This design comes from an exercise in tuning for small area on the open sky130 flow, not from production work. The RTL was checked by simulation tests, not by an equivalence proof against the original design.

old:
==> flow/design.v (excerpt) <==
module drum_core (
    input  wire               clk,
    input  wire               rst,           
    input  wire               byte_valid,
    input  wire [7:0]         byte_data,
    output wire               byte_ready,
    input  wire               block_valid,
    input  wire [15:0]        block_fshift,  
    output wire               block_ready,
    input  wire [3:0]         press,         
    input  wire               overrun,
    output wire               out_valid,
    output wire signed [19:0] out_sample,
    output reg                overrun_flag
);
Size: ~57 I/O pins.
==> flow/config.mk <==
export PLATFORM = sky130hd
export DESIGN_NAME = drum_core
export DESIGN_NICKNAME = drum_core
export VERILOG_FILES = /design/flow/design.v
export SDC_FILE = /design/flow/constraint.sdc
export NUM_CORES = 4
export LEC_CHECK = 0
export CAP_MARGIN = 20
export CORE_MARGIN = 2
export CORE_UTILIZATION = 40
export SLEW_MARGIN = 20
==> flow/constraint.sdc <==
create_clock -name core_clock -period 30.0 [get_ports {clk}]
set_input_delay 6.0000 -clock core_clock [delete_from_list [all_inputs] [get_ports {clk}]]
set_output_delay 6.0000 -clock core_clock [all_outputs]
set_load 0.01 [all_outputs]
standard.sh (not shown) runs the stock make flow with config.mk's settings and CLKGATE_MAP_FILE= SYNTH_SCRIPT=/design/flow/synth_recipe.tcl, a recipe that flattens the netlist after the stock synthesis.
==> flow/flow/run.sh <==
#!/bin/bash
# Standard ORFS layout, with the combinational logic of the standard synthesis
# re-mapped by ABC for area before floorplanning. Registers (cells and names)
# are left exactly as the standard synthesis made them.
set -euo pipefail
HERE=$(pwd)
YOSYS=${YOSYS_EXE:-$FLOW_HOME/../tools/install/yosys/bin/yosys}
LIB=$FLOW_HOME/platforms/sky130hd/lib/sky130_fd_sc_hd__tt_025C_1v80.lib
RES=$HERE/orfs/results/$FLOW_PLATFORM/drum_core/base

bash standard.sh synth > $HERE/synth.log 2>&1

cp $RES/1_2_yosys.v $HERE/synth_std.v
SEQ=$(grep -oE 'cell \("?sky130_fd_sc_hd__(df|edf|sdf|dl|conb)[a-z0-9_]*' $LIB | sed -E 's/cell \("?//' | sort -u | tr '\n' ' ')
sed -e "s#@LIB@#$LIB#g" -e "s#@SEQ@#$SEQ#g" -e "s#@IN@#$HERE/synth_std.v#g" \
    -e "s#@OUT@#$HERE/synth_remap.v#g" -e "s#@TOP@#$FLOW_TOP#g" flow/remap.ys > $HERE/remap_run.ys
$YOSYS -q -l $HERE/remap.log $HERE/remap_run.ys > /dev/null 2>&1
cp $HERE/synth_remap.v $RES/1_2_yosys.v

bash standard.sh finish > $HERE/finish.log 2>&1
==> flow/flow/remap.ys <==
read_liberty -ignore_miss_func @LIB@
read_verilog @IN@
hierarchy -top @TOP@
setattr -mod -set keep_hierarchy 1 @SEQ@
flatten
select @TOP@
opt_clean -purge
abc -liberty @LIB@ -dont_use *probe* -dont_use *lpflow* -script +strash;dc2;dch,-f;amap;strash;dch,-f;amap;
opt_clean -purge
splitnets
opt_clean -purge
insbuf -buf sky130_fd_sc_hd__buf_4 A X
hierarchy -top @TOP@
select @TOP@
stat -liberty @LIB@
write_verilog -noattr -noexpr -nohex -nodec -selected @OUT@
old has completed all stages; timing, DRC and antenna checks passed.
The inputs of new differ from those of old as listed below.
==> flow/run.sh (new file) <==
#!/bin/bash
# synth_recipe.tcl (not shown) runs the flow's synth.tcl, then flattens the netlist and writes it again
# the make line also repeats each setting of config.mk as NAME=value (left out here)
make -C /OpenROAD-flow-scripts/flow DESIGN_CONFIG=/design/flow/config.mk WORK_HOME=/design/flow/orfs CLKGATE_MAP_FILE= SYNTH_SCRIPT=/design/flow/synth_recipe.tcl finish
removed: flow/flow/run.sh
removed: flow/flow/remap.ys
removed: flow/standard.sh
==> comparison <==
In new the longest individual stage delay on the worst path turned out 150 ps lower than in old. Higher post-synthesis to final-layout area growth was reported by old, not new. new went all the way through the flow, and no timing, DRC or antenna check failed. Taking new as 1.0, old lands at 0.877 on average cell area after synthesis. The buffer levels on the longest clock path was comparable across old and new.

========
lane 1:
drum_core, a different RTL version from the one above (not shown whole).
For scale: roughly 3600 cells after synthesis, roughly 57 I/O pins.
clock: 30.0 ns
lec_check: 0
cap_margin: 20
core_margin: 2
core_utilization: 45
gpl_timing_driven: 0
slew_margin: 20
==> flow/flow/run.sh <==
#!/bin/bash
# Standard ORFS layout, with the combinational logic of the standard synthesis
# re-mapped by ABC for area before floorplanning. Registers (cells and names)
# are left exactly as the standard synthesis made them, and so are its full
# adders.
set -euo pipefail
HERE=$(pwd)
YOSYS=${YOSYS_EXE:-$FLOW_HOME/../tools/install/yosys/bin/yosys}
LIB=$FLOW_HOME/platforms/sky130hd/lib/sky130_fd_sc_hd__tt_025C_1v80.lib
RES=$HERE/orfs/results/$FLOW_PLATFORM/drum_core/base

bash standard.sh synth > $HERE/synth.log 2>&1

cp $RES/1_2_yosys.v $HERE/synth_std.v
SEQ=$(grep -oE 'cell \("?sky130_fd_sc_hd__(df|edf|sdf|dl|conb|fa_)[a-z0-9_]*' $LIB | sed -E 's/cell \("?//' | sort -u | tr '\n' ' ')
# ABC's results vary with its script: try a few and keep the smallest netlist.
best=""
best_area=""
i=0
for ABC in "+strash;dc2;dch,-f;amap;strash;dch,-f;amap;" \
           "+strash;dch,-f;amap;" \
           "+strash;resub,-K,8;dc2;dch,-f;amap;strash;dch,-f;amap;" \
           "+strash;dc2;dc2;dch,-f;amap;strash;dc2;dch,-f;amap;" \
           "+strash;dc2;resub,-K,8,-N,2;dch,-f;amap;strash;dch,-f;amap;" \
           "+strash;dc2;dch,-f;amap;strash;dc2;dch,-f;amap;strash;dc2;dch,-f;amap;" \
           "+strash;dch,-f;amap;strash;dch,-f;amap;strash;dch,-f;amap;" \
           "+strash;drw;drf;dc2;dch,-f;amap;strash;dch,-f;amap;"; do
  i=$((i+1))
  sed -e "s#@LIB@#$LIB#g" -e "s#@SEQ@#$SEQ#g" -e "s#@IN@#$HERE/synth_std.v#g" \
      -e "s#@OUT@#$HERE/synth_remap_$i.v#g" -e "s#@TOP@#$FLOW_TOP#g" -e "s#@ABC@#$ABC#g" \
      flow/remap.ys > $HERE/remap_run_$i.ys
  if $YOSYS -q -l $HERE/remap_$i.log $HERE/remap_run_$i.ys > /dev/null 2>&1; then
    area=$( (grep -E "Chip area for module" $HERE/remap_$i.log || true) | tail -1 | awk "{print \$NF}")
    echo "remap $i: $area" >> $HERE/remap_summary.log
    if [[ -n "$area" ]] && { [[ -z "$best_area" ]] || awk "BEGIN{exit !($area < $best_area)}"; }; then
      best=$i; best_area=$area
    fi
  else
    echo "remap $i: failed" >> $HERE/remap_summary.log
  fi
done
if [[ -n "$best" ]]; then
  echo "using remap $best ($best_area)" >> $HERE/remap_summary.log
  cp $HERE/synth_remap_$best.v $HERE/synth_remap.v
else
  echo "all remaps failed; keeping the standard netlist" >> $HERE/remap_summary.log
  cp $HERE/synth_std.v $HERE/synth_remap.v
fi
cp $HERE/synth_remap.v $RES/1_2_yosys.v

# Clock tree: no dummy loads, and clusters sized for the flip-flop clock-pin
# slew limit.
CTS_ARGS="-sink_clustering_enable -repair_clock_nets -dont_use_dummy_load -sink_clustering_size 8 -sink_clustering_max_diameter 45 -sink_buffer_max_cap_derate 1.0 -buf_list {sky130_fd_sc_hd__clkbuf_4}"
bash standard.sh finish "CTS_ARGS=$CTS_ARGS" > $HERE/finish.log 2>&1
Other scripts of this flow, unchanged in this note and not shown: flow/flow/remap.ys
The inputs of lane 2 differ from those of lane 1 as listed below.
# lane 1
export LEC_CHECK = 0
export CAP_MARGIN = 20
export CORE_MARGIN = 2
export CORE_UTILIZATION = 45
export GPL_TIMING_DRIVEN = 0
export SLEW_MARGIN = 20
create_clock -name core_clock -period 30.0 [get_ports {clk}]
# lane 2
export LEC_CHECK = 0
export CAP_MARGIN = 20
export CORE_MARGIN = 2
export CORE_UTILIZATION = 30
export GPL_TIMING_DRIVEN = 0
export SLEW_MARGIN = 20
create_clock -name core_clock -period 30.0 [get_ports {clk}]
diff --git a/flow/flow/run.sh b/flow/flow/run.sh
--- a/flow/flow/run.sh
+++ b/flow/flow/run.sh
@@ -22,7 +22,3 @@
            "+strash;resub,-K,8;dc2;dch,-f;amap;strash;dch,-f;amap;" \
-           "+strash;dc2;dc2;dch,-f;amap;strash;dc2;dch,-f;amap;" \
-           "+strash;dc2;resub,-K,8,-N,2;dch,-f;amap;strash;dch,-f;amap;" \
-           "+strash;dc2;dch,-f;amap;strash;dc2;dch,-f;amap;strash;dc2;dch,-f;amap;" \
-           "+strash;dch,-f;amap;strash;dch,-f;amap;strash;dch,-f;amap;" \
-           "+strash;drw;drf;dc2;dch,-f;amap;strash;dch,-f;amap;"; do
+           "+strash;dc2;dc2;dch,-f;amap;strash;dc2;dch,-f;amap;"; do
   i=$((i+1))
### Flow results
- Looking at share of the clock period used by the worst path after layout, lane 2 sits below lane 1.
- Lane 2 vs lane 1: clock buffer count in the final layout up by more than 10%
- The lower final routed wirelength across all metal layers came out of lane 1.
- When lane 2 is measured against lane 1, its number of buffers and inverters on the critical path turns out 3 lower.
- Worst-path cell with the longest stage delay: sky130_fd_sc_hd__a2111oi_0 -> lane 1, sky130_fd_sc_hd__a222oi_1 -> lane 2
- Maximum number of pins on one net before global-route repair (lane 2 over lane 1): increase, 9.1%
- Share of final layout cell area taken by non-clock buffers: lane 1 vs lane 2, no meaningful difference
Input changes introduced in lane 3 (baseline for comparison: lane 2):
# lane 2
export LEC_CHECK = 0
export CAP_MARGIN = 20
export CORE_MARGIN = 2
export CORE_UTILIZATION = 30
export GPL_TIMING_DRIVEN = 0
export SLEW_MARGIN = 20
create_clock -name core_clock -period 30.0 [get_ports {clk}]
# lane 3
export LEC_CHECK = 0
export CAP_MARGIN = 10
export CORE_MARGIN = 2
export CORE_UTILIZATION = 45
export GPL_TIMING_DRIVEN = 0
export SLEW_MARGIN = 10
create_clock -name core_clock -period 30.0 [get_ports {clk}]
[summary]
From lane 2 to lane 3 the numbers moved as follows: die outline area decreased about 33%, area occupied by multi-input gates decreased about 0.5%, post-detailed-routing wire length decreased 9.2%. In lane 3 the met2 usage turned out 15 points higher than in lane 2. The flow did not stop early for lane 3: all stages ran, and the layout cleared the timing, DRC and antenna checks. Lane 2 ended with every stage complete and zero timing, DRC or antenna violations. Synthesis-to-layout area growth for lane 3: 2.5 points down relative to lane 2.
The inputs of lane 4 differ from those of lane 3 as listed below.
# lane 3
export LEC_CHECK = 0
export CAP_MARGIN = 10
export CORE_MARGIN = 2
export CORE_UTILIZATION = 45
export GPL_TIMING_DRIVEN = 0
export SLEW_MARGIN = 10
create_clock -name core_clock -period 30.0 [get_ports {clk}]
# lane 4
export LEC_CHECK = 0
export CAP_MARGIN = 20
export CORE_MARGIN = 2
export CORE_UTILIZATION = 45
export GPL_TIMING_DRIVEN = 0
export SLEW_MARGIN = 20
create_clock -name core_clock -period 30.0 [get_ports {clk}]
==> run notes <==
Comparing lane 3 and lane 4, the lower required time reported for the critical path endpoint is on lane 3.
Cell area | lane 4 vs lane 3 | lane 4 larger
The routed via count on lane 4 is in line with that on lane 3.
From lane 3 to lane 4 the numbers moved as follows: worst hold slack about even; largest incremental delay on the critical path dropped 0.04 ns; number of sequential cells in the layout was more or less identical.
Re layout buffer count excluding clock buffers: lane 3 was lower than lane 4.
Lane 4 vs. lane 3: post-detailed-routing wire length rose by 810 um, layout cell share with drive strength beyond 1 increased 0.45 points.
When the final numbers for lane 3 and lane 4 were put side by side, the post-placement setup slack turned out to be smaller in lane 3.
What lane 5 does differently from lane 4 at the input level:
# lane 4
export LEC_CHECK = 0
export CAP_MARGIN = 20
export CORE_MARGIN = 2
export CORE_UTILIZATION = 45
export GPL_TIMING_DRIVEN = 0
export SLEW_MARGIN = 20
create_clock -name core_clock -period 30.0 [get_ports {clk}]
# lane 5
export LEC_CHECK = 0
export CAP_MARGIN = 20
export CORE_MARGIN = 2
export CORE_UTILIZATION = 45
export GPL_TIMING_DRIVEN = 0
export PLACE_DENSITY = 0.8
export SLEW_MARGIN = 20
create_clock -name core_clock -period 30.0 [get_ports {clk}]
diff --git a/flow/flow/run.sh b/flow/flow/run.sh
--- a/flow/flow/run.sh
+++ b/flow/flow/run.sh
@@ -22,3 +22,7 @@
            "+strash;resub,-K,8;dc2;dch,-f;amap;strash;dch,-f;amap;" \
-           "+strash;dc2;dc2;dch,-f;amap;strash;dc2;dch,-f;amap;"; do
+           "+strash;dc2;dc2;dch,-f;amap;strash;dc2;dch,-f;amap;" \
+           "+strash;dc2;resub,-K,8,-N,2;dch,-f;amap;strash;dch,-f;amap;" \
+           "+strash;dc2;dch,-f;amap;strash;dc2;dch,-f;amap;strash;dc2;dch,-f;amap;" \
+           "+strash;dch,-f;amap;strash;dch,-f;amap;strash;dch,-f;amap;" \
+           "+strash;drw;drf;dc2;dch,-f;amap;strash;dch,-f;amap;"; do
   i=$((i+1))
- For the proportion of layout cells with a drive suffix above 1, lane 5 came in 0.38 points lower than lane 4 did.
- Compared with lane 4, lane 5 instantiates a smaller number of standard cells.
- Sort lane 4 and lane 5 by synthesized cell count desc -> top: lane 4
- Diff lane 4 and lane 5: worst hold slack lower in lane 4
- Taking lane 4 as the reference, in lane 5 CTS sink count comparable; number of nets in the finished design now smaller; pin count of the biggest net entering global routing lost 6.4%.
- There was hardly any difference in area occupied by multi-input gates between lane 5 and lane 4.

[separate check: timing with driven ports]
No port has a modelled driver above. Below, the same layouts with a new extraction and two added sets of constraints. Step 1: set_driving_cell puts a clkbuf_16 on clk and a buf_2 on each other input, an assumption about the parent block. Step 2 times the ports against the registers' clock, not the clock port: input delays grow and output delays shrink by t, the midpoint of the rising clock arrivals with the driver on. Three values: no drivers, after step 1, after step 2; two values: the first two.
run | shift t [ns] | setup slack, ns | worst setup path at the end
old | 0.673 | 11.468 / 11.468 / 11.468 | register to register
new | 0.648 | 13.859 / 13.859 / 13.859 | register to register
lane 1 | 0.799 | 2.479 / 2.479 / 2.479 | register to register
lane 2 | 0.839 | 2.536 / 2.536 / 2.536 | register to register
lane 3 | 0.826 | 1.679 / 1.679 / 1.679 | register to register
lane 4 | 0.857 | 2.545 / 2.545 / 2.545 | register to register
lane 5 | 0.777 | 3.308 / 3.308 / 3.308 | register to register
After both steps every run listed still meets setup and hold.
